This design comes from an exercise in tuning for small area and few clock cycles on the open sky130 flow, not from production work. Function was checked by simulation only, so behaviour that the tests miss may differ from the original. Power and IR drop assume default switching activity.

==> run.sh <==
#!/bin/bash
# synth_recipe.tcl (not shown) runs the flow's synth.tcl, then flattens the netlist and writes it again
# the make line also repeats each setting of config.mk as NAME=value (left out here)
make -C /OpenROAD-flow-scripts/flow DESIGN_CONFIG=/design/flow/config.mk WORK_HOME=/design/flow/orfs CLKGATE_MAP_FILE= SYNTH_SCRIPT=/design/flow/synth_recipe.tcl finish
==> config.mk <==
export PLATFORM = sky130hd
export DESIGN_NAME = slmp_record
export DESIGN_NICKNAME = slmp_record
export VERILOG_FILES = /design/flow/design.v
export SDC_FILE = /design/flow/constraint.sdc
export NUM_CORES = 4
export LEC_CHECK = 0
export CAP_MARGIN = 0
export CORE_MARGIN = 2
export CORE_UTILIZATION = 65
export CTS_BUF_LIST = sky130_fd_sc_hd__clkbuf_16
export CTS_CLUSTER_DIAMETER = 90
export CTS_CLUSTER_SIZE = 30
export SLEW_MARGIN = 0
==> constraint.sdc <==
create_clock -name core_clock -period 6.0 [get_ports {clk}]
set_input_delay 1.2000 -clock core_clock [delete_from_list [all_inputs] [get_ports {clk}]]
set_output_delay 1.2000 -clock core_clock [all_outputs]
set_load 0.01 [all_outputs]
==> design.v <==
module slmp_record (
    input  wire        clk,
    input  wire        rst,
    input  wire        cmd_valid,
    output wire        cmd_ready,
    input  wire [7:0]  cmd_op,
    input  wire [15:0] cmd_n,
    input  wire        in_valid,
    output wire        in_ready,
    input  wire [23:0] in_data,
    output wire        out_valid,
    input  wire        out_ready,
    output wire [5:0]  out_field,
    output wire [2:0]  out_kind,
    output wire [31:0] out_data,
    output reg         done,
    output reg  [3:0]  st_err,
    output reg  [3:0]  st_sub,
    output reg  [15:0] olen,
    output reg  [15:0] res
);
    localparam [7:0] OP_LAYOUT = 8'h60;
    localparam [7:0] OP_SIZEOF = 8'h61;
    localparam [7:0] OP_DEC    = 8'h62;
    localparam [2:0] C_OK      = 3'd0;
    localparam [2:0] C_UNSUP   = 3'd1;   
    localparam [2:0] C_MISSING = 3'd2;   
    localparam [2:0] C_WCOUNT  = 3'd3;   
    localparam [2:0] C_NOLAY   = 3'd4;   
    localparam [2:0] C_ILLEGAL = 3'd5;   
    localparam [2:0] C_FLIMIT  = 3'd6;   
    localparam [2:0] C_LSIZE   = 3'd7;   
    localparam [1:0] ST_IDLE   = 2'd0;
    localparam [1:0] ST_LAYOUT = 2'd1;
    localparam [1:0] ST_DEC    = 2'd2;
    reg [1:0]  state;
    reg        done_q;
    reg [2:0]  code;
    reg        olen_f;        
    reg [15:0] res_q;
    reg [14:0] ring [0:63];
    reg [3:0]  s_v;           
    reg [5:0]  s_i [0:3];
    reg [3:0]  s_h;
    reg [5:0]  p0;            
    reg [7:0]  np_lo, np_hi;  
    reg        lt_valid;
    reg [5:0]  lt_last;       
    reg [15:0] lt_size;       
    reg [5:0]  fi;            
    reg [15:0] rem;           
    reg        last;          
    reg        h;             
    reg [2:0]  kind;          
    reg        lastf;         
    reg [15:0] bw;            
    reg        bv;            
    reg [7:0]  hb;            
    reg [1:0]  l_err;         
    reg        big;           
    wire in_lay = (state == ST_LAYOUT);
    wire in_dec = (state == ST_DEC);
    wire [15:0] word = in_data[15:0];
    wire k_b   = (kind == 3'd1);
    wire k_i16 = (kind == 3'd2);
    wire k_u16 = (kind == 3'd3);
    wire k_32  = (kind[2:1] == 2'b10);
    wire k_s   = (kind == 3'd6);
    wire [15:0] cw  = bv ? bw : word;
    wire        cwv = bv || in_valid;
    wire        s_hi = k_s && h && !last;    
    reg dv, dr;         
    always @(*) begin
        if (s_hi) begin
            dv = 1'b1;            dr = !bv;
        end else if (k_32) begin
            dv = bv && in_valid;  dr = !bv || out_ready;
        end else begin
            dv = cwv;             dr = !bv || out_ready;
        end
    end
    wire in_move  = in_valid && in_ready;
    wire out_move = out_valid && out_ready;
    wire c_move   = in_dec && out_move;                  
    wire f_end    = in_dec && (k_s ? (last && out_move) : out_move);
    wire d_done   = f_end && lastf;
    wire bypass   = !bv && out_move && !s_hi && !k_32;
    wire wslot0 = np_lo[0] && np_hi[0];
    assign out_valid = in_dec && dv;
    assign in_ready  = in_lay ? (big || wslot0) : (in_dec && dr);
    assign cmd_ready = (state == ST_IDLE) || d_done;
    assign out_field = fi;
    assign out_kind  = kind;
    assign out_data[31:16] = k_32 ? word : (k_i16 ? {16{cw[15]}} : 16'd0);
    assign out_data[15:8]  = (k_32 || k_i16 || k_u16) ? cw[15:8] : 8'd0;
    assign out_data[7:1]   = (k_s && h) ? hb[7:1] : (k_b ? 7'd0 : cw[7:1]);
    assign out_data[0]     = (k_s && h) ? hb[0] : (k_b ? (cw != 16'd0) : cw[0]);
    wire        nx_more = in_dec && !lastf;
    wire [5:0]  nx_f    = nx_more ? fi + 6'd1 : 6'd0;
    reg  [14:0] raw, grp;
    integer g, j;
    always @(*) begin
        raw = 15'd0;
        for (g = 0; g < 8; g = g + 1) begin
            grp = 15'd0;
            for (j = 0; j < 8; j = j + 1)
                grp = grp | (ring[8 * g + j] & {15{np_lo[j]}});
            raw = raw | (grp & {15{np_hi[g]}});
        end
    end
    wire [3:0]  esc_m   = s_v & {s_i[3] == nx_f, s_i[2] == nx_f,
                                 s_i[1] == nx_f, s_i[0] == nx_f};
    wire        esc     = |esc_m;
    wire        r_b     = (raw == 15'd0);
    wire        r_n     = &raw[14:2];
    wire        nx_s    = esc || !(r_b || r_n);
    wire [15:0] nx_clen = {|(esc_m & s_h), raw};
    wire [2:0]  nx_kind = nx_s ? 3'd6 : r_b ? 3'd1 : {raw[1], !raw[1], raw[0]};
    always @(*) begin
        done = done_q || d_done;
        olen = {9'd0, (d_done || olen_f) ? ({1'b0, lt_last} + 7'd1) : 7'd0};
        res  = res_q;
        if (d_done) begin
            st_err = 4'd0; st_sub = 4'd0;
        end else begin
            case (code)
                C_UNSUP:   begin st_err = 4'd7;  st_sub = 4'd0; end
                C_MISSING: begin st_err = 4'd8;  st_sub = 4'd0; end
                C_WCOUNT:  begin st_err = 4'd11; st_sub = 4'd3; end
                C_NOLAY:   begin st_err = 4'd11; st_sub = 4'd7; end
                C_ILLEGAL: begin st_err = 4'd12; st_sub = 4'd0; end
                C_FLIMIT:  begin st_err = 4'd13; st_sub = 4'd4; end
                C_LSIZE:   begin st_err = 4'd13; st_sub = 4'd5; end
                default:   begin st_err = 4'd0;  st_sub = 4'd0; end
            endcase
        end
    end
    wire [7:0]  d_kind = in_data[7:0];
    wire [15:0] d_clen = in_data[23:8];
    wire        d_str  = (d_kind == 8'd6);
    wire [15:0] d_add  = d_str ? {1'b0, d_clen[15:1]} :
                         ((d_kind == 8'd4 || d_kind == 8'd5) ? 16'd1 : 16'd0);
    wire [17:0] size_sum  = {1'b0, lt_size, 1'b1} + {1'b0, d_add, 1'b1};
    wire [16:0] size_next = size_sum[17:1];
    wire [1:0]  d_err = (d_kind == 8'd0 || d_kind > 8'd6) ? 2'd1 :
                        (d_str && d_clen == 16'd0) ? 2'd2 :
                        size_next[16] ? 2'd3 : 2'd0;
    wire [1:0]  l_err_next = (l_err != 2'd0) ? l_err : d_err;
    wire ring_wr = in_lay && wslot0;
    integer i;
    always @(posedge clk) begin
        for (i = 0; i < 63; i = i + 1)
            ring[i] <= ring[i + 1];
        ring[63] <= !ring_wr ? ring[0] : d_str ? d_clen[14:0] :
                    (d_kind[2:0] == 3'd1) ? 15'd0 : {13'h1fff, d_kind[1:0] - 2'd2};
    end
    wire [15:0] rem_dec = rem - 16'd1;
    wire [5:0] p0_r    = p0 - 6'd1;
    wire [7:0] p0_lo_r = 8'd1 << p0_r[2:0];
    wire [7:0] p0_hi_r = 8'd1 << p0_r[5:3];
    wire [7:0] np_lo_r = {np_lo[0], np_lo[7:1]};
    wire [7:0] np_hi_r = np_lo[0] ? {np_hi[0], np_hi[7:1]} : np_hi;
    wire       dec_go  = cmd_valid && cmd_ready && (cmd_op == OP_DEC) &&
                         lt_valid && (cmd_n == lt_size) && (lt_size != 16'd0);
    wire       start   = (f_end && !lastf) || dec_go;
    always @(posedge clk) begin
        p0 <= p0_r;
        if (in_lay && in_move && last) begin
            np_lo <= p0_lo_r;
            np_hi <= p0_hi_r;
        end else if (in_lay && in_move) begin
            np_lo <= np_lo;
            np_hi <= np_hi;
        end else if (start) begin
            np_lo <= (nx_f == lt_last) ? p0_lo_r : np_lo;
            np_hi <= (nx_f == lt_last) ? p0_hi_r : np_hi;
        end else begin
            np_lo <= np_lo_r;
            np_hi <= np_hi_r;
        end
        if (rst) begin
            state    <= ST_IDLE;
            done_q   <= 1'b0;
            code     <= C_OK;
            olen_f   <= 1'b0;
            res_q    <= 16'd0;
            lt_valid <= 1'b0;
        end else begin
            done_q <= 1'b0;
            if (in_lay && in_move) begin
                rem     <= rem_dec;
                last    <= (rem == 16'd2);
                fi      <= fi + 6'd1;
                lt_size <= size_next[15:0];
                l_err   <= l_err_next;
                if (d_str && (d_clen[15] || (&d_clen[14:2]))) begin
                    if (!s_v[0]) begin
                        s_v[0] <= 1'b1; s_i[0] <= fi; s_h[0] <= d_clen[15];
                    end else if (!s_v[1]) begin
                        s_v[1] <= 1'b1; s_i[1] <= fi; s_h[1] <= d_clen[15];
                    end else if (!s_v[2]) begin
                        s_v[2] <= 1'b1; s_i[2] <= fi; s_h[2] <= d_clen[15];
                    end else begin
                        s_v[3] <= 1'b1; s_i[3] <= fi; s_h[3] <= d_clen[15];
                    end
                end
                if (last) begin
                    lt_last <= fi;
                    state  <= ST_IDLE;
                    done_q <= 1'b1;
                    olen_f <= 1'b0;
                    if (big)
                        code <= C_FLIMIT;
                    else begin
                        case (l_err_next)
                            2'd1: code <= C_UNSUP;
                            2'd2: code <= C_MISSING;
                            2'd3: code <= C_LSIZE;
                            default: code <= C_OK;
                        endcase
                        lt_valid <= (l_err_next == 2'd0);
                    end
                end
            end
            if (in_dec) begin
                if (k_32 && bv) begin
                    if (out_move)
                        bv <= 1'b0;
                end else if (in_move && !bypass) begin
                    bw <= word;
                    bv <= 1'b1;
                end else if (bv && out_move && !s_hi)
                    bv <= 1'b0;
                if (k_s && c_move) begin
                    if (!h)
                        hb <= cw[15:8];
                    h    <= !h;
                    rem  <= rem_dec;
                    last <= (rem == 16'd2);
                end
                if (d_done) begin
                    state  <= ST_IDLE;
                    code   <= C_OK;
                    olen_f <= 1'b1;
                end
            end
            if (start) begin
                fi    <= nx_f;
                kind  <= nx_kind;
                rem   <= nx_clen;
                last  <= (nx_clen == 16'd1);
                lastf <= (nx_f == lt_last);
                h     <= 1'b0;
            end
            if (cmd_valid && cmd_ready) begin
                case (cmd_op)
                    OP_LAYOUT: begin
                        lt_valid <= 1'b0;
                        lt_size  <= 16'd0;
                        big      <= (cmd_n > 16'd64);
                        rem      <= cmd_n;
                        last     <= (cmd_n == 16'd1);
                        fi       <= 6'd0;
                        p0       <= 6'd0;
                        np_lo    <= 8'd1;
                        np_hi    <= 8'd1;
                        l_err    <= 2'd0;
                        s_v      <= 4'd0;
                        if (cmd_n == 16'd0) begin
                            state    <= ST_IDLE;
                            done_q   <= 1'b1;
                            code     <= C_OK;
                            olen_f   <= 1'b0;
                            lt_valid <= 1'b1;
                        end else
                            state <= ST_LAYOUT;
                    end
                    OP_SIZEOF: begin
                        state  <= ST_IDLE;
                        done_q <= 1'b1;
                        olen_f <= 1'b0;
                        if (lt_valid) begin
                            code  <= C_OK;
                            res_q <= lt_size;
                        end else
                            code <= C_NOLAY;
                    end
                    OP_DEC: begin
                        if (!dec_go) begin
                            state  <= ST_IDLE;
                            done_q <= 1'b1;
                            olen_f <= 1'b0;
                            code   <= !lt_valid ? C_NOLAY :
                                      (cmd_n != lt_size) ? C_WCOUNT : C_OK;
                        end else
                            state <= ST_DEC;
                        bv <= 1'b0;
                    end
                    default: begin
                        state  <= ST_IDLE;
                        done_q <= 1'b1;
                        olen_f <= 1'b0;
                        code   <= C_ILLEGAL;
                    end
                endcase
            end
        end
    end
endmodule
==> results of run 1 <==
==> registers in the layout (all words and copies together), names as in the netlist, 2 cells and up <==
name and count:
ring 960, s_i 24, bw 16, lt_size 16
rem 16, res_q 16, hb 8, np_hi 8
np_lo 8, fi 6, lt_last 6, p0 6
s_h 4, s_v 4, code 3, kind 3
l_err 2, state 2
==> power groups by stage <==
| stage | logic (mW) | registers, mW | clock network (mW) |
|---|---|---|---|
| global placement | 0.539 | 7.83 | 0 |
| global route | 0.599 | 7.67 | 3.95 |
| finish | 0.560 | 7.66 | 3.66 |
| floorplan | 0.333 | 7.78 | 0 |
| CTS | 0.550 | 7.66 | 3.70 |
| detailed placement | 0.547 | 7.83 | 0 |
==> layout make-up <==
type | instances | share of cell area (%)
Inverter | 45 | 0.4475
Sequential cell | 1116 | 62.18
Clock buffer | 47 | 3.116
Antenna cell | 1 | 0.006629
Tap cell | 688 | 2.280
Multi-Input combinational cell | 1507 | 27.25
Timing Repair Buffer | 168 | 4.382
Clock inverter | 14 | 0.3315
==> through the flow <==
stage / cells / setup slack [ps] / power [mW] / util (%) / instance area [µm²]
5_1_grt: 3585 / 536.9 / 12.22 / 71.68 / 37750
3_3_place_gp: 3524 / 476.0 / 8.369 / 69.21 / 36440
2_1_floorplan: 2854 / 994.4 / 8.117 / - / 34750
6_report: 3586 / 881.4 / 11.88 / 71.69 / 37750
3_5_place_dp: 3524 / 336.3 / 8.378 / 69.21 / 36440
4_1_cts: 3585 / 902.0 / 11.91 / 71.68 / 37750
==> cell usage in the layout (no fill, tap or decap), types with 35 or more instances in the layout <==
| master | synthesis | routed |
|---|---|---|
| sky130_fd_sc_hd__dfxtp_1 | 1006 | 998 |
| sky130_fd_sc_hd__nand2_1 | 120 | 120 |
| sky130_fd_sc_hd__a21oi_1 | 101 | 101 |
| sky130_fd_sc_hd__clkbuf_16 | 0 | 47 |
| sky130_fd_sc_hd__clkdlybuf4s50_1 | 0 | 127 |
| sky130_fd_sc_hd__inv_1 | 45 | 49 |
| sky130_fd_sc_hd__a22oi_1 | 500 | 500 |
| sky130_fd_sc_hd__edfxtp_1 | 110 | 110 |
| sky130_fd_sc_hd__buf_4 | 15 | 35 |
| sky130_fd_sc_hd__xnor2_1 | 47 | 47 |
| sky130_fd_sc_hd__nand4_1 | 71 | 71 |
| sky130_fd_sc_hd__o21ai_0 | 39 | 39 |
| sky130_fd_sc_hd__nor2_1 | 129 | 129 |
| sky130_fd_sc_hd__a41oi_1 | 67 | 67 |
==> per-layer routing <==
metal	vias up	GRT usage (%)	part of all wire, %
met2	823	49.08	47
met5	-	0	0
li1	10627	-	-
met1	11669	43.53	44
met4	0	10.80	3.1
met3	156	3.623	5.9
==> cells by family after synthesis <==
| group | Yosys count | synth area share [%] |
|---|---|---|
| flops | 1116 | 67.53 |
| compound gates | 846 | 17.73 |
| simple gates | 505 | 7.555 |
| buf+inv | 231 | 2.966 |
| xor+xnor | 79 | 1.993 |
| mux | 40 | 1.225 |
| fa+ha+maj | 27 | 0.9840 |
| other cells | 1 | 0.01080 |
==> path summary, 6_finish.rpt <==
path                                            from               endpoint  slack [ps]  depth (start not counted)
worst max-delay path                      in_data[6]     code[2]$_SDFF_PP0_         880                         15
worst max register to register      np_lo[3]$_DFF_P_  kind[1]$_SDFFCE_PP1P_        1960                          9
worst min register to register  ring[59][13]$_DFF_P_   ring[58][13]$_DFF_P_         340                          0
worst min-delay path            ring[59][13]$_DFF_P_   ring[58][13]$_DFF_P_         340                          0
==> implementation parameters, run 1 <==
Parameter                              Value

Run status
  Run status ... finished clean

Clock network
  Deepest clock path buffer count ... 3
  Clk pin slew, worst setup/hold paths ... 110 ps
  CTS H-tree lvls ... 2
  Num CTS Buffers ... 45
  CTS Root Buffer Type ... sky130_fd_sc_hd__clkbuf_16
  Number of clock sinks seen by CTS ... 1116
  Post-cts hold buffer count ... 0
  Clock insertion delay at the later pin of the skew report ... 640 ps
  CTS tree ... done
  Post-CTS Repair Setup Buffers ... 0
  Post-cts gate resize count ... 0

Synthesis
  Mean area per synthesized cell ... 12.20 µm²
  Flop and latch count out of synthesis ... roughly 1100
  Share of flip-flops with an asynchronous set or reset ... 0%
  Cell Area, Synth ... 34710 µm²
  Library cell with the highest instance count after synthesis ... sky130_fd_sc_hd__dfxtp_1
  Cells taking the most area after synthesis ... sky130_fd_sc_hd__dfxtp_1, sky130_fd_sc_hd__a22oi_1, sky130_fd_sc_hd__edfxtp_1
  Sequential-to-total area share from yosys stat ... 67.53%
  Top cell types by occurrence after synthesis ... sky130_fd_sc_hd__dfxtp_1, sky130_fd_sc_hd__a22oi_1, sky130_fd_sc_hd__nor2_1, sky130_fd_sc_hd__nand2_1, sky130_fd_sc_hd__edfxtp_1
  Number of unique standard cell types used by synthesis ... 85
  Number of warnings issued by yosys ... 3
  Post-Synthesis Cells ... 2845
  Number of synthesized flops with an enable pin ... 110
  Proportion of netlist area held by the largest area contributor ... 58.02%
  Leading register cell type out of synthesis ... sky130_fd_sc_hd__dfxtp_1
  Cell type contributing the most total cell area after synthesis ... sky130_fd_sc_hd__dfxtp_1

Setup path
  WP data required ... between 6000 and 7000 ps
  Combined buffer and inverter count along the critical path ... 2
  Standard cell with the maximum stage delay on the critical path ... sky130_fd_sc_hd__nor4b_4
  Element type at the critical path start ... input pin
  Maximum fanout encountered on the critical timing path ... 9
  Endpoint type of the worst setup path ... register
  Signal arrival time at the worst endpoint ... 5610 ps
  Critical path, cell by cell ... clkdlybuf4s50_1 -> or3_1 -> nor3_1 -> nor4b_4 -> nand2_1 -> inv_1 -> ha_1 -> nor2b_1 -> o21a_1 -> o21ai_0 -> a21oi_1 -> o21ai_0 -> o21ai_0 -> a221oi_1 -> o32ai_1
  Crit path top cell by count ... sky130_fd_sc_hd__o21ai_0
  Type of the worst setup path ... in2reg
  Cell family with the largest share of critical-path delay ... compound AO/OA/AOI/OAI gates
  Slowest stage delay, CP ... 540 ps

Placement
  Estimated wirelength of the detail-placed design ... 53.99 mm
  Placer's final routability congestion estimate ... just over 0.9
  Port Buffer Count ... 127

Power
  LEAKAGE ... 13.34 nW
  Design internal power ... 9.216 mW
  Clock power share ... 30.8%
  Switching share of power ... 22.42%
  Relative contribution of sequential cells to total power ... 64.5%
  PD cells ... 314.7 nW/µm²
  VDD IR-drop max ... 0.2925 mV
  Net switching component of the power ... about 2.7 mW
  Combinational power share ... 4.7%

STA
  Final Cycle Share ... 85.31%
  Number of pins with negative max-slew slack in the final report ... 0
  Clock Skews ... 41.93 ps
  Final hold slack ... 338.1 ps
  Highest clock rate ... 195.4 MHz
  Worst Tran Pin Value ... 1215 ps
  Setup repair after global routing missed its margin ... no
  Number of failing hold endpoints at the final stage ... 0
  Rel. slew slack ... between 10% and 20%
  # setup viols final ... 0
  Setup Total Neg Slack ... 0 ps
  Final critical path time including I/O delays and setup ... 5119 ps

Route
  Via-per-instance ratio ... roughly 6.5
  Routed vias ... 23275
  First-pass DRT Iterations ... 6
  Total DRC errors in the routed layout ... 0
  First-iteration detailed-routing DRC count ... between 2000 and 2500
  Wire per inst ... approximately 24 µm
  Total detailed-routing wirelength ... 86.67 mm
  Final ANT Viol Nets ... 0

Cells and area
  Area added between synthesis and finish ... 8.741%
  Number of nets in the layout ... 2961
  Sequential cell area ... 23470 µm²
  Layout filler cell count ... 3691
  Area occupied by multi-input gates ... 10290 µm²
  Share of layout cells above drive strength 1 ... 4.487%

Global routing
  Total overflow reported by the global router ... 0
  Global-route wire length before repair ... 135.3 mm
  Number of global-route vias before repair ... roughly 24000
  Antenna violations before repair ... 1
  Global-route usage over all layers ... 30.68%
  Maximum number of pins on one net before global-route repair ... around 130

Die
  Core outline area ... 52660 µm²
  Vert. Die Dim ... between 200 and 250 µm
  Starting utilization of the core area ... 65.93%
  IO Pins ... approximately 140
  Die X-Extent ... 235.1 µm
  Die ar. ... 55270 µm²
  Cell Rows ... 84

Worst hold path
  Hold crit path type ... reg2reg

Run
  Max-cap violation count ... 0
Testbench counts, summed over its fixed seeds: cycles 21,097.
==> inputs of run 2 (changes only) <==
--- a/design.v
+++ b/design.v
@@ -112,9 +112,8 @@
                                  s_i[1] == nx_f, s_i[0] == nx_f};
     wire        esc     = |esc_m;
-    wire        r_b     = (raw == 15'd0);
-    wire        r_n     = &raw[14:2];
-    wire        nx_s    = esc || !(r_b || r_n);
+    wire        r_n     = &raw[14:3];
+    wire        nx_s    = esc || !r_n;
     wire [15:0] nx_clen = {|(esc_m & s_h), raw};
-    wire [2:0]  nx_kind = nx_s ? 3'd6 : r_b ? 3'd1 : {raw[1], !raw[1], raw[0]};
+    wire [2:0]  nx_kind = nx_s ? 3'd6 : raw[2:0];
     always @(*) begin
         done = done_q || d_done;
@@ -152,6 +151,5 @@
         for (i = 0; i < 63; i = i + 1)
             ring[i] <= ring[i + 1];
-        ring[63] <= !ring_wr ? ring[0] : d_str ? d_clen[14:0] :
-                    (d_kind[2:0] == 3'd1) ? 15'd0 : {13'h1fff, d_kind[1:0] - 2'd2};
+        ring[63] <= !ring_wr ? ring[0] : d_str ? d_clen[14:0] : {12'hfff, d_kind[2:0]};
     end
     wire [15:0] rem_dec = rem - 16'd1;
@@ -194,5 +192,5 @@
                 lt_size <= size_next[15:0];
                 l_err   <= l_err_next;
-                if (d_str && (d_clen[15] || (&d_clen[14:2]))) begin
+                if (d_str && (d_clen[15] || (&d_clen[14:3]))) begin
                     if (!s_v[0]) begin
                         s_v[0] <= 1'b1; s_i[0] <= fi; s_h[0] <= d_clen[15];
==> run 2 against run 1 <==
Effect of this change: still clean; cell count rose by 0.42%; worst setup slack got worse by 190 ps; worst hold slack improved by 6.4 ps; critical path type is now in2out; critical endpoint is now olen[6].
==> implementation parameters, run 2 <==
Parameter                              Value

Global routing
  Number of global-route vias before repair ... ~24000
  Global-route usage over all layers ... 31.07%
  Antenna violations before repair ... 1
  Maximum number of pins on one net before global-route repair ... 81
  Total overflow reported by the global router ... 0
  Global-route wire length before repair ... 136.3 mm

Cells and area
  Largest registers ... ring x960, s_i x24
  Antenna cells ... 0
  Area added between synthesis and finish ... 8.488%
  Number of nets in the layout ... 2979
  Sequential cell area ... 23470 µm²
  Filler-free cell count of the finished design ... 3601
  Commonest non-fill, non-tap cells in the layout ... sky130_fd_sc_hd__dfxtp_1, sky130_fd_sc_hd__a22oi_1, sky130_fd_sc_hd__nand2_1
  Post-route design area ... 37550 µm²
  Final core utilization ... between 70% and 80%
  Share of layout cells above drive strength 1 ... 4.360%
  Leading cell type in the layout, fill and taps excluded ... sky130_fd_sc_hd__dfxtp_1
  Number of flip-flops in the largest register ... 960
  Most flop-heavy register ... ring
  Layout filler cell count ... 3718
  Area occupied by multi-input gates ... 10270 µm²

STA
  Final hold slack ... ~340 ps
  Rel. slew slack ... 10.08%
  Highest clock rate ... roughly 190 MHz
  Setup slack after layout ... approximately 690 ps
  Setup Total Neg Slack ... 0 ps
  Number of failing hold endpoints at the final stage ... 0
  Worst Tran Pin Value ... 1338 ps
  Clock Skews ... 28.38 ps
  # setup viols final ... 0
  Final Cycle Share ... 88.55%
  Final critical path time including I/O delays and setup ... 5313 ps
  Setup repair after global routing missed its margin ... no
  Number of pins with negative max-slew slack in the final report ... 0

Setup path
  Type of the worst setup path ... in2out
  Endpoint type of the worst setup path ... output port
  Signal arrival time at the worst endpoint ... 4110 ps
  Slowest stage delay, CP ... just over 600 ps
  Cell family with the largest share of critical-path delay ... buffers and inverters
  Maximum fanout encountered on the critical timing path ... 12
  Critical path, cell by cell ... clkdlybuf4s50_1 -> nand2_1 -> a21oi_1 -> o21ai_0 -> nor3b_1 -> buf_4 -> nor2_1 -> nor3_1 -> clkdlybuf4s50_1
  Standard cell with the maximum stage delay on the critical path ... sky130_fd_sc_hd__clkdlybuf4s50_1
  Combined buffer and inverter count along the critical path ... 3
  WP data required ... around 4800 ps
  Element type at the critical path start ... input pin
  Crit path top cell by count ... sky130_fd_sc_hd__clkdlybuf4s50_1

Die
  IO Pins ... 138
  Die X-Extent ... 234.8 µm
  Core outline area ... between 50000 and 60000 µm²
  Starting utilization of the core area ... 65.74%
  Die ar. ... approximately 55000 µm²
  Vert. Die Dim ... 234.8 µm
  Cell Rows ... 84

Synthesis
  Flop and latch count out of synthesis ... 1116
  Cell Area, Synth ... 34610 µm²
  Cell type contributing the most total cell area after synthesis ... sky130_fd_sc_hd__dfxtp_1
  Sequential-to-total area share from yosys stat ... 67.73%
  Number of warnings issued by yosys ... 3
  Mean area per synthesized cell ... 12.04 µm²
  Share of flip-flops with an asynchronous set or reset ... 0%
  Top cell types by occurrence after synthesis ... sky130_fd_sc_hd__dfxtp_1, sky130_fd_sc_hd__a22oi_1, sky130_fd_sc_hd__nand2_1, sky130_fd_sc_hd__nor2_1, sky130_fd_sc_hd__a21oi_1
  Library cell with the highest instance count after synthesis ... sky130_fd_sc_hd__dfxtp_1
  Post-Synthesis Cells ... 2874
  Proportion of netlist area held by the largest area contributor ... 58.18%
  Cells taking the most area after synthesis ... sky130_fd_sc_hd__dfxtp_1, sky130_fd_sc_hd__a22oi_1, sky130_fd_sc_hd__edfxtp_1
  Number of unique standard cell types used by synthesis ... 89
  Number of synthesized flops with an enable pin ... 110
  Leading register cell type out of synthesis ... sky130_fd_sc_hd__dfxtp_1

Clock network
  Post-cts hold buffer count ... 0
  Post-CTS Repair Setup Buffers ... 0
  Clk pin slew, worst setup/hold paths ... 110 ps
  Post-cts gate resize count ... 0
  CTS Root Buffer Type ... sky130_fd_sc_hd__clkbuf_16
  Deepest clock path buffer count ... 3
  Num CTS Buffers ... 43
  CTS tree ... done
  Clock insertion delay at the later pin of the skew report ... 630 ps
  CTS H-tree lvls ... 2
  Number of clock sinks seen by CTS ... 1116

Route
  First-iteration detailed-routing DRC count ... 2214
  Wire per inst ... 24.45 µm
  Total detailed-routing wirelength ... 88.04 mm
  First-pass DRT Iterations ... 5
  Total DRC errors in the routed layout ... 0
  Final ANT Viol Nets ... 0
  Routed vias ... 23433
  Via-per-instance ratio ... 6.507

Placement
  Port Buffer Count ... 127
  Placed instance area ... 36370 µm²
  Placed Cells ... 3544
  Estimated wirelength of the detail-placed design ... 54.23 mm
  Worst setup timing slack at the placement stage ... around 430 ps
  Placer's final routability congestion estimate ... 0.9075

Power
  LEAKAGE ... around 13 nW
  VDD IR-drop max ... 0.3177 mV
  PD cells ... 309.4 nW/µm²
  Total Power Consumption ... 11.62 mW

Worst hold path
  Hold crit path type ... reg2reg

Run
  Max-cap violation count ... 0

Run status
  Run status ... finished clean
-- run 2: cell types whose count changed after synthesis, sizes merged, moves of 15 or more --
cell    previous run  this run
clkbuf            92       116
a21oi            102       125
nand2            120       141
buf               94        75
mux2i             33        15
xor2              32        47
-- run 2: path summary, 6_finish.rpt --
check | start | end | slack, ps | depth (start not counted)
worst min register to register | ring[35][6]$_DFF_P_ | ring[34][6]$_DFF_P_ | 340 | 0
worst max register to register | fi[0]$_DFFE_PN_ | last$_DFFE_PN_ | 1800 | 8
worst max-delay path | in_valid | olen[6] | 690 | 9
worst min-delay path | ring[35][6]$_DFF_P_ | ring[34][6]$_DFF_P_ | 340 | 0
-- run 2: kinds of logic (layout without fill, tap and decap cells) --
group                    Yosys count  after routing  share of synthesized area, %
AND/OR/NAND/NOR                  549            549                         8.166
AO/OA/AOI/OAI                    855            855                         17.80
XOR/XNOR                          80             80                         2.024
other                              1             10                       0.01083
flip-flops                      1116           1116                         67.73
adder cells (fa/ha/maj)           26             26                        0.9543
multiplexers                      19             19                        0.5747
buffers and inverters            228            258                         2.744
-- run 2: final cells by class --
| type | count | area share (%) |
|---|---|---|
| sequential | 1116 | 62.51 |
| multi-input combinational | 1539 | 27.35 |
| timing repair buffer | 164 | 4.325 |
| clock buffer | 44 | 2.932 |
| tap | 688 | 2.292 |
| inverter | 37 | 0.3699 |
| clock inverter | 13 | 0.2232 |
-- run 2: worst reg2reg max path, delay by kind of cell (launching register included) --
kind | cells | cell delay [ps]
XOR/XNOR | 1 | 200
AND/OR/NAND/NOR | 3 | 1180
flip-flops | 1 | 880
adder cells (fa/ha/maj) | 1 | 330
multiplexers | 1 | 750
AO/OA/AOI/OAI | 2 | 650
-- run 2: where the power goes --
part / switching [mW] / internal, mW / total (mW) / leakage (nW)
clock network: 2.16 / 1.35 / 3.52 / 0.611
registers: 0.0803 / 7.56 / 7.64 / 9.15
logic: 0.294 / 0.168 / 0.462 / 3.47
-- run 2: per-layer routing --
metal / track usage [%] / vias up / wire [µm]
met2: 50.26 / 899 / 41230
met3: 4.629 / 163 / 6173
met4: 10.40 / 0 / 2691
met1: 43.15 / 11703 / 37940
met5: 0 / - / 0
li1: - / 10668 / -
Testbench counts of run 2, summed over its fixed seeds: cycles 21,097.
==> inputs of run 3 (changes only) <==
--- a/config.mk
+++ b/config.mk
@@ -11,4 +11,4 @@
 export CTS_BUF_LIST = sky130_fd_sc_hd__clkbuf_16
 export CTS_CLUSTER_DIAMETER = 90
-export CTS_CLUSTER_SIZE = 30
+export CTS_CLUSTER_SIZE = 26
 export SLEW_MARGIN = 0
==> run 3 against run 2 <==
Effect of this change: flip-flop and latch count did not move; combinational power about the same; global-route usage barely moved; highest routed layer is now met5.
==> implementation parameters, run 3 <==
Parameter                              Value

Global routing
  Total overflow reported by the global router ... 0
  Global-route usage over all layers ... 31.12%
  Global-route wire length before repair ... 136.7 mm
  Antenna violations before repair ... 2
  Maximum number of pins on one net before global-route repair ... 81
  Number of global-route vias before repair ... 23770

Setup path
  WP data required ... 4800 ps
  Endpoint type of the worst setup path ... output port
  Standard cell with the maximum stage delay on the critical path ... sky130_fd_sc_hd__clkdlybuf4s50_1
  End of the worst register-to-register path ... rem[15]$_DFFE_PN_
  Length in cells of the worst reg-to-reg path ... 8
  Maximum fanout encountered on the critical timing path ... 12
  Critical path, cell by cell ... clkdlybuf4s50_1 -> nand2_1 -> a21oi_1 -> o21ai_0 -> nor3b_1 -> buf_4 -> nor2_1 -> nor3_1 -> clkdlybuf4s50_1
  Signal arrival time at the worst endpoint ... 4140 ps
  Register-to-register setup slack ... 1840 ps
  Element type at the critical path start ... input pin
  Crit path top cell by count ... sky130_fd_sc_hd__clkdlybuf4s50_1
  Slowest stage delay, CP ... 620 ps
  Type of the worst setup path ... in2out
  Reg-to-reg critical path startpoint ... bv$_DFFE_PN_

STA
  Number of pins with negative max-slew slack in the final report ... 0
  Clock Skews ... roughly 31 ps
  Rel. slew slack ... approximately an eighth
  Setup Total Neg Slack ... 0 ps
  Final critical path time including I/O delays and setup ... 5335 ps
  Final Cycle Share ... 88.92%
  Highest clock rate ... approximately 190 MHz
  Final hold slack ... 333.7 ps
  Setup repair after global routing missed its margin ... no
  # setup viols final ... 0
  Number of failing hold endpoints at the final stage ... 0
  Worst Tran Pin Value ... roughly 1300 ps

Worst hold path
  Worst Hold Depth ... 0
  Startpoint of the lowest-slack hold path ... ring[14][13]$_DFF_P_
  Hold-critical path endpoint ... ring[13][13]$_DFF_P_
  Hold crit path type ... reg2reg

Clock network
  CTS H-tree lvls ... 2
  Post-CTS Repair Setup Buffers ... 0
  Number of clock sinks seen by CTS ... 1116
  Num CTS Buffers ... 49
  CTS Root Buffer Type ... sky130_fd_sc_hd__clkbuf_16
  Post-cts hold buffer count ... 0
  CTS tree ... done
  Clock insertion delay at the later pin of the skew report ... ~640 ps
  Clk pin slew, worst setup/hold paths ... 100 ps
  Post-cts gate resize count ... 0
  Deepest clock path buffer count ... 3

Cells and area
  Post-route design area ... 37710 µm²
  Leading cell type in the layout, fill and taps excluded ... sky130_fd_sc_hd__dfxtp_1
  Largest registers ... ring x960, s_i x24
  Sequential cell area ... 23470 µm²
  Number of flip-flops in the largest register ... 960
  Area added between synthesis and finish ... 8.943%
  Area occupied by multi-input gates ... about 10000 µm²
  Commonest non-fill, non-tap cells in the layout ... sky130_fd_sc_hd__dfxtp_1, sky130_fd_sc_hd__a22oi_1, sky130_fd_sc_hd__nand2_1
  Number of nets in the layout ... 2985
  Final core utilization ... 71.61%
  Share of layout cells above drive strength 1 ... 4.587%
  Layout filler cell count ... 3702
  Most flop-heavy register ... ring
  Antenna cells ... 0

Synthesis
  Leading register cell type out of synthesis ... sky130_fd_sc_hd__dfxtp_1
  Proportion of netlist area held by the largest area contributor ... 58.18%
  Number of unique standard cell types used by synthesis ... 89
  Cell Area, Synth ... 34610 µm²
  Library cell with the highest instance count after synthesis ... sky130_fd_sc_hd__dfxtp_1
  Top cell types by occurrence after synthesis ... sky130_fd_sc_hd__dfxtp_1, sky130_fd_sc_hd__a22oi_1, sky130_fd_sc_hd__nand2_1, sky130_fd_sc_hd__nor2_1, sky130_fd_sc_hd__a21oi_1
  Share of flip-flops with an asynchronous set or reset ... 0%
  Cells taking the most area after synthesis ... sky130_fd_sc_hd__dfxtp_1, sky130_fd_sc_hd__a22oi_1, sky130_fd_sc_hd__edfxtp_1
  Number of synthesized flops with an enable pin ... 110
  Mean area per synthesized cell ... between 10 and 15 µm²
  Post-Synthesis Cells ... between 2000 and 3000
  Flop and latch count out of synthesis ... 1116
  Number of warnings issued by yosys ... 3
  Sequential-to-total area share from yosys stat ... between 60% and 70%
  Cell type contributing the most total cell area after synthesis ... sky130_fd_sc_hd__dfxtp_1

Route
  Wire length on met3 ... between 6 and 7 mm
  Routed vias ... 23594
  First-pass DRT Iterations ... 6
  Met2 Routed Length ... a little over 40 mm
  Total DRC errors in the routed layout ... 0
  Wire per inst ... 24.42 µm
  Via-per-instance ratio ... 6.538
  Routed met1 length ... 37.93 mm
  Total detailed-routing wirelength ... 88.12 mm
  Final ANT Viol Nets ... 0
  First-iteration detailed-routing DRC count ... 2083
  Highest routed metal layer ... met5

Run
  Max-cap violation count ... 0

Placement
  Placer's final routability congestion estimate ... about 0.9
  Port Buffer Count ... 127
  Estimated wirelength of the detail-placed design ... 54.23 mm
  Placed instance area ... 36370 µm²

Die
  Die X-Extent ... ~230 µm
  Vert. Die Dim ... 234.8 µm
  Die ar. ... about 55000 µm²
  IO Pins ... 138
  Starting utilization of the core area ... 65.74%
  Cell Rows ... 84
  Core outline area ... 52660 µm²

Power
  LEAKAGE ... 13.32 nW
  Total Power Consumption ... 11.81 mW
  PD cells ... around 310 nW/µm²
  VDD IR-drop max ... 0.3281 mV

Run status
  Run status ... finished clean
-- run 3: how the worst max path moves through the flow --
stage	start	end	slack [ps]	cells past startpoint
6_report	in_valid	olen[6]	660	9
5_1_grt	bv$_DFFE_PN_	olen[6]	420	8
4_1_cts	in_valid	olen[6]	720	9
3_5_place_dp	in_data[6]	lt_valid$_SDFF_PP0_	430	16
3_3_place_gp	in_data[6]	lt_valid$_SDFF_PP0_	480	16
2_1_floorplan	in_data[6]	lt_valid$_SDFF_PP0_	1130	14
-- run 3: area by class of cell --
cell class	instances	share of cell area (%)
Multi-Input combinational cell	1539	27.23
Clock buffer	49	3.252
Timing Repair Buffer	164	4.307
Clock inverter	16	0.3086
Tap cell	688	2.283
Inverter	37	0.3683
Sequential cell	1116	62.25
-- run 3: routing by layer --
| metal | track usage, % | vias to the layer above |
|---|---|---|
| met5 | 0 | - |
| met1 | 43.03 | 11783 |
| met2 | 49.92 | 932 |
| met3 | 5.428 | 184 |
| met4 | 10.43 | 2 |
| li1 | - | 10693 |
-- run 3: critical path: cells and delay by family --
kind	cells	cell delay (ps)
and+or+nand+nor	4	760
AOI/OAI and AO/OA	2	740
buffers and inverters	3	1420
-- run 3: kinds of logic (layout without fill, tap and decap cells) --
family                   Yosys count  after routing  synth area share (%)
AND/OR/NAND/NOR                  549            549                 8.166
multiplexers                      19             19                0.5747
flip-flops                      1116           1116                 67.73
AO/OA/AOI/OAI                    855            855                 17.80
XOR/XNOR                          80             80                 2.024
other                              1             10               0.01083
adder cells (fa/ha/maj)           26             26                0.9543
buffers and inverters            228            266                 2.744
-- run 3: through the flow --
| step | instances | worst slack [ps] |
|---|---|---|
| 2_1_floorplan | 2883 | 1133 |
| 3_3_place_gp | 3544 | 484.4 |
| 3_5_place_dp | 3544 | 428.7 |
| 4_1_cts | 3609 | 717.3 |
| 5_1_grt | 3609 | 417.9 |
| 6_report | 3609 | 664.9 |
-- run 3: report_power, final --
part           leakage (nW)  internal, mW  total [mW]  switching [mW]
Clock                 0.695          1.50        3.71            2.21
Sequential             9.15          7.56        7.64          0.0804
Combinational          3.47         0.168       0.461           0.293
Total                  13.3          9.23        11.8            2.58
==> inputs of run 4 (changes only) <==
--- a/config.mk
+++ b/config.mk
@@ -10,5 +10,5 @@
 export CORE_UTILIZATION = 65
 export CTS_BUF_LIST = sky130_fd_sc_hd__clkbuf_16
-export CTS_CLUSTER_DIAMETER = 90
-export CTS_CLUSTER_SIZE = 26
+export CTS_CLUSTER_DIAMETER = 60
+export CTS_CLUSTER_SIZE = 30
 export SLEW_MARGIN = 0
==> run 4 against run 3 <==
Effect of this change: clock-buffer cell count rose by 4; core utilization rose by 0.77 points; via count down 0.29%; critical endpoint unchanged; worst setup slack worse by 30 ps; register-to-register slack got worse by 120 ps; cell count up 0.53%; maximum frequency decreased by 0.55%; synthesized area did not move; clock skew is 9.2 ps lower; flip-flop and latch count stayed put; first-iteration DRC count is 4.0% higher.
==> implementation parameters, run 4 <==
Parameter                              Value

Placement
  Estimated wirelength of the detail-placed design ... 54.23 mm
  Port Buffer Count ... 127
  Placed instance area ... 36370 µm²
  Worst setup timing slack at the placement stage ... 428.7 ps
  Placer's final routability congestion estimate ... roughly 0.91

Setup path
  Type of the worst setup path ... in2out
  Cell depth of the worst setup path ... 9
  Crit path top cell by count ... sky130_fd_sc_hd__clkdlybuf4s50_1
  Standard cell with the maximum stage delay on the critical path ... sky130_fd_sc_hd__clkdlybuf4s50_1
  WP data required ... 4800 ps
  Length in cells of the worst reg-to-reg path ... 8
  Cell family with the largest share of critical-path delay ... buffers and inverters
  Signal arrival time at the worst endpoint ... 4160 ps
  Combined buffer and inverter count along the critical path ... 3
  Maximum fanout encountered on the critical timing path ... 12
  Endpoint type of the worst setup path ... output port
  Critical path, cell by cell ... clkdlybuf4s50_1 -> nand2_1 -> a21oi_1 -> o21ai_0 -> nor3b_1 -> buf_4 -> nor2_1 -> nor3_1 -> clkdlybuf4s50_1
  Element type at the critical path start ... input pin
  Slowest stage delay, CP ... slightly above 600 ps

Worst hold path
  Hold crit path type ... reg2reg
  Worst Hold Depth ... 0

Cells and area
  Post-route design area ... 38120 µm²
  Final core utilization ... 72.39%
  Leading cell type in the layout, fill and taps excluded ... sky130_fd_sc_hd__dfxtp_1
  Antenna cells ... 0
  Commonest non-fill, non-tap cells in the layout ... sky130_fd_sc_hd__dfxtp_1, sky130_fd_sc_hd__a22oi_1, sky130_fd_sc_hd__nand2_1
  Number of nets in the layout ... 2987
  Share of layout cells above drive strength 1 ... 5.340%
  Most flop-heavy register ... ring
  Area added between synthesis and finish ... 10.12%
  Number of flip-flops in the largest register ... 960
  Largest registers ... ring x960, s_i x24

Global routing
  Global-route wire length before repair ... 137.5 mm
  Total overflow reported by the global router ... 0
  GR Util met3 ... 5.392%
  Maximum number of pins on one net before global-route repair ... 81
  Global-route usage over all layers ... 31.34%
  Global-route track usage on met1 ... 43.04%
  Number of global-route vias before repair ... 23877
  Busiest layer in global routing ... met2
  Fraction of met2 tracks used by global routing ... around half
  Antenna violations before repair ... 0

Power
  LEAKAGE ... 13.47 nW
  PD cells ... ~320 nW/µm²
  VDD IR-drop max ... 0.3188 mV
  Total Power Consumption ... roughly 12 mW

Synthesis
  Library cell with the highest instance count after synthesis ... sky130_fd_sc_hd__dfxtp_1
  Post-Synthesis Cells ... 2874
  Cell type contributing the most total cell area after synthesis ... sky130_fd_sc_hd__dfxtp_1
  Mean area per synthesized cell ... 12.04 µm²
  Number of synthesized flops with an enable pin ... 110
  Cell Area, Synth ... 34610 µm²
  Number of warnings issued by yosys ... 3
  Sequential-to-total area share from yosys stat ... 67.73%
  Proportion of netlist area held by the largest area contributor ... about three fifths
  Leading register cell type out of synthesis ... sky130_fd_sc_hd__dfxtp_1
  Top cell types by occurrence after synthesis ... sky130_fd_sc_hd__dfxtp_1, sky130_fd_sc_hd__a22oi_1, sky130_fd_sc_hd__nand2_1, sky130_fd_sc_hd__nor2_1, sky130_fd_sc_hd__a21oi_1
  Number of unique standard cell types used by synthesis ... 89
  Flop and latch count out of synthesis ... 1116
  Share of flip-flops with an asynchronous set or reset ... 0%
  Cells taking the most area after synthesis ... sky130_fd_sc_hd__dfxtp_1, sky130_fd_sc_hd__a22oi_1, sky130_fd_sc_hd__edfxtp_1

STA
  Number of pins with negative max-slew slack in the final report ... 0
  Setup repair after global routing missed its margin ... no
  Rel. slew slack ... 22.37%
  Number of failing hold endpoints at the final stage ... 0
  Setup slack after layout ... 635.3 ps
  Highest clock rate ... 186.4 MHz
  Setup Total Neg Slack ... 0 ps
  Clock Skews ... 21.83 ps
  Final critical path time including I/O delays and setup ... about 5400 ps
  Worst Tran Pin Value ... between 1000 and 1500 ps
  # setup viols final ... 0
  Final Cycle Share ... between 80% and 90%

Clock network
  Clock insertion delay at the later pin of the skew report ... 650 ps
  CTS H-tree lvls ... 2
  Number of clock sinks seen by CTS ... 1116
  CTS tree ... done
  Num CTS Buffers ... 51
  Clk pin slew, worst setup/hold paths ... 110 ps
  Post-cts gate resize count ... 0
  CTS Root Buffer Type ... sky130_fd_sc_hd__clkbuf_16
  Deepest clock path buffer count ... 3
  Post-CTS Repair Setup Buffers ... 0
  Post-cts hold buffer count ... 0

Die
  Vert. Die Dim ... roughly 230 µm
  Starting utilization of the core area ... about two thirds
  Cell Rows ... 84
  IO Pins ... 138
  Die X-Extent ... between 200 and 250 µm
  Die ar. ... 55110 µm²
  Core outline area ... 52660 µm²

Run status
  Run status ... finished clean

Run
  Max-cap violation count ... 0

Route
  Wire per inst ... 24.41 µm
  Final ANT Viol Nets ... 0
  Via-per-instance ratio ... 6.484
  Total detailed-routing wirelength ... between 80 and 90 mm
  Total DRC errors in the routed layout ... 0
  First-iteration detailed-routing DRC count ... 2167
  Routed vias ... 23525
  First-pass DRT Iterations ... 5
[run 4: worst register-to-register path, cell delays in order (launching register included)]
cell	delay (ps)
sky130_fd_sc_hd__edfxtp_1	870
sky130_fd_sc_hd__ha_1	330
sky130_fd_sc_hd__and3_1	220
sky130_fd_sc_hd__mux2i_1	760
sky130_fd_sc_hd__xor2_1	200
sky130_fd_sc_hd__nand3_1	100
sky130_fd_sc_hd__nor4_1	910
sky130_fd_sc_hd__a211oi_1	400
sky130_fd_sc_hd__a21o_1	250
[run 4: area by class of cell]
cell class | instances | area (µm²)
Sequential cell | 1116 | 23470
Fill cell | 3635 | 14540
Multi-Input combinational cell | 1539 | 10280
Timing Repair Buffer | 164 | 1624
Clock buffer | 53 | 1326
Tap cell | 688 | 860.8
Clock inverter | 31 | 415.4
Inverter | 37 | 138.9
[run 4: path summary, 6_finish.rpt]
check	startpoint	slack [ps]	end
setup reg to reg	fi[0]$_DFFE_PN_	1720	last$_DFFE_PN_
hold reg to reg	ring[9][10]$_DFF_P_	340	ring[8][10]$_DFF_P_
setup / recovery	in_valid	640	olen[6]
hold / removal	ring[9][10]$_DFF_P_	340	ring[8][10]$_DFF_P_
[run 4: stage by stage]
step           hold WS, ps  cells
3_3_place_gp         332.3   3544
2_1_floorplan        331.1   2883
6_report             342.2   3628
5_1_grt              349.7   3628
3_5_place_dp         336.5   3544
4_1_cts              347.4   3628
[run 4: routing by layer]
| metal | routed length (µm) | share of wire, % |
|---|---|---|
| met1 | 37540 | 42 |
| met2 | 41580 | 47 |
| met3 | 6567 | 7.4 |
| met4 | 2864 | 3.2 |
| met5 | 0 | 0 |
[run 4: logic make-up after synthesis]
family                   Yosys count  share of synthesized area (%)
XOR/XNOR                          80                          2.024
adder cells (fa/ha/maj)           26                         0.9543
other                              1                        0.01083
buffers and inverters            228                          2.744
flip-flops                      1116                          67.73
multiplexers                      19                         0.5747
AO/OA/AOI/OAI                    855                          17.80
AND/OR/NAND/NOR                  549                          8.166
[run 4: power by group]
group | total, mW | leakage [nW] | switching [mW] | internal (mW)
clock | 4.24 | 0.846 | 2.43 | 1.80
combinational | 0.463 | 3.47 | 0.295 | 0.168
sequential | 7.64 | 9.15 | 0.0806 | 7.56

afterwards: timing with drivers on the ports:
Ports are ideal in the flow. The routed layouts listed here were re-timed in OpenROAD.
Step 1 (the two cells are an assumption about what drives the block):
set clk [get_ports {clk}]
set_driving_cell -lib_cell sky130_fd_sc_hd__clkbuf_16 $clk
set_driving_cell -lib_cell sky130_fd_sc_hd__buf_2 [delete_from_list [all_inputs] $clk]
Step 2 moves the port delays by t, midway between the first and last clock arrival at a register: inputs arrive t later, outputs are due t later. That takes back most of the time a late clock gives input paths.
Three values: ideal, step 1, step 2; two values: the first two.
run | t, ns | setup WS [ns] | hold WS [ns]
run 1 | 0.676 | 0.881 / 0.918 / 0.242 | 0.338 / 0.338 / 0.338
run 2 | 0.678 | 0.687 / 0.633 / 0.376 | 0.344 / 0.344 / 0.344
run 3 | 0.688 | 0.665 / 0.612 / 0.359 | 0.334 / 0.334 / 0.334
run 4 | 0.702 | 0.635 / 0.580 / 0.339 | 0.342 / 0.342 / 0.342
After both steps every run listed still meets setup and hold. For run 1, which loses most, drivers alone change the setup slack by +0.037 ns; drivers and shift together by -0.639 ns.
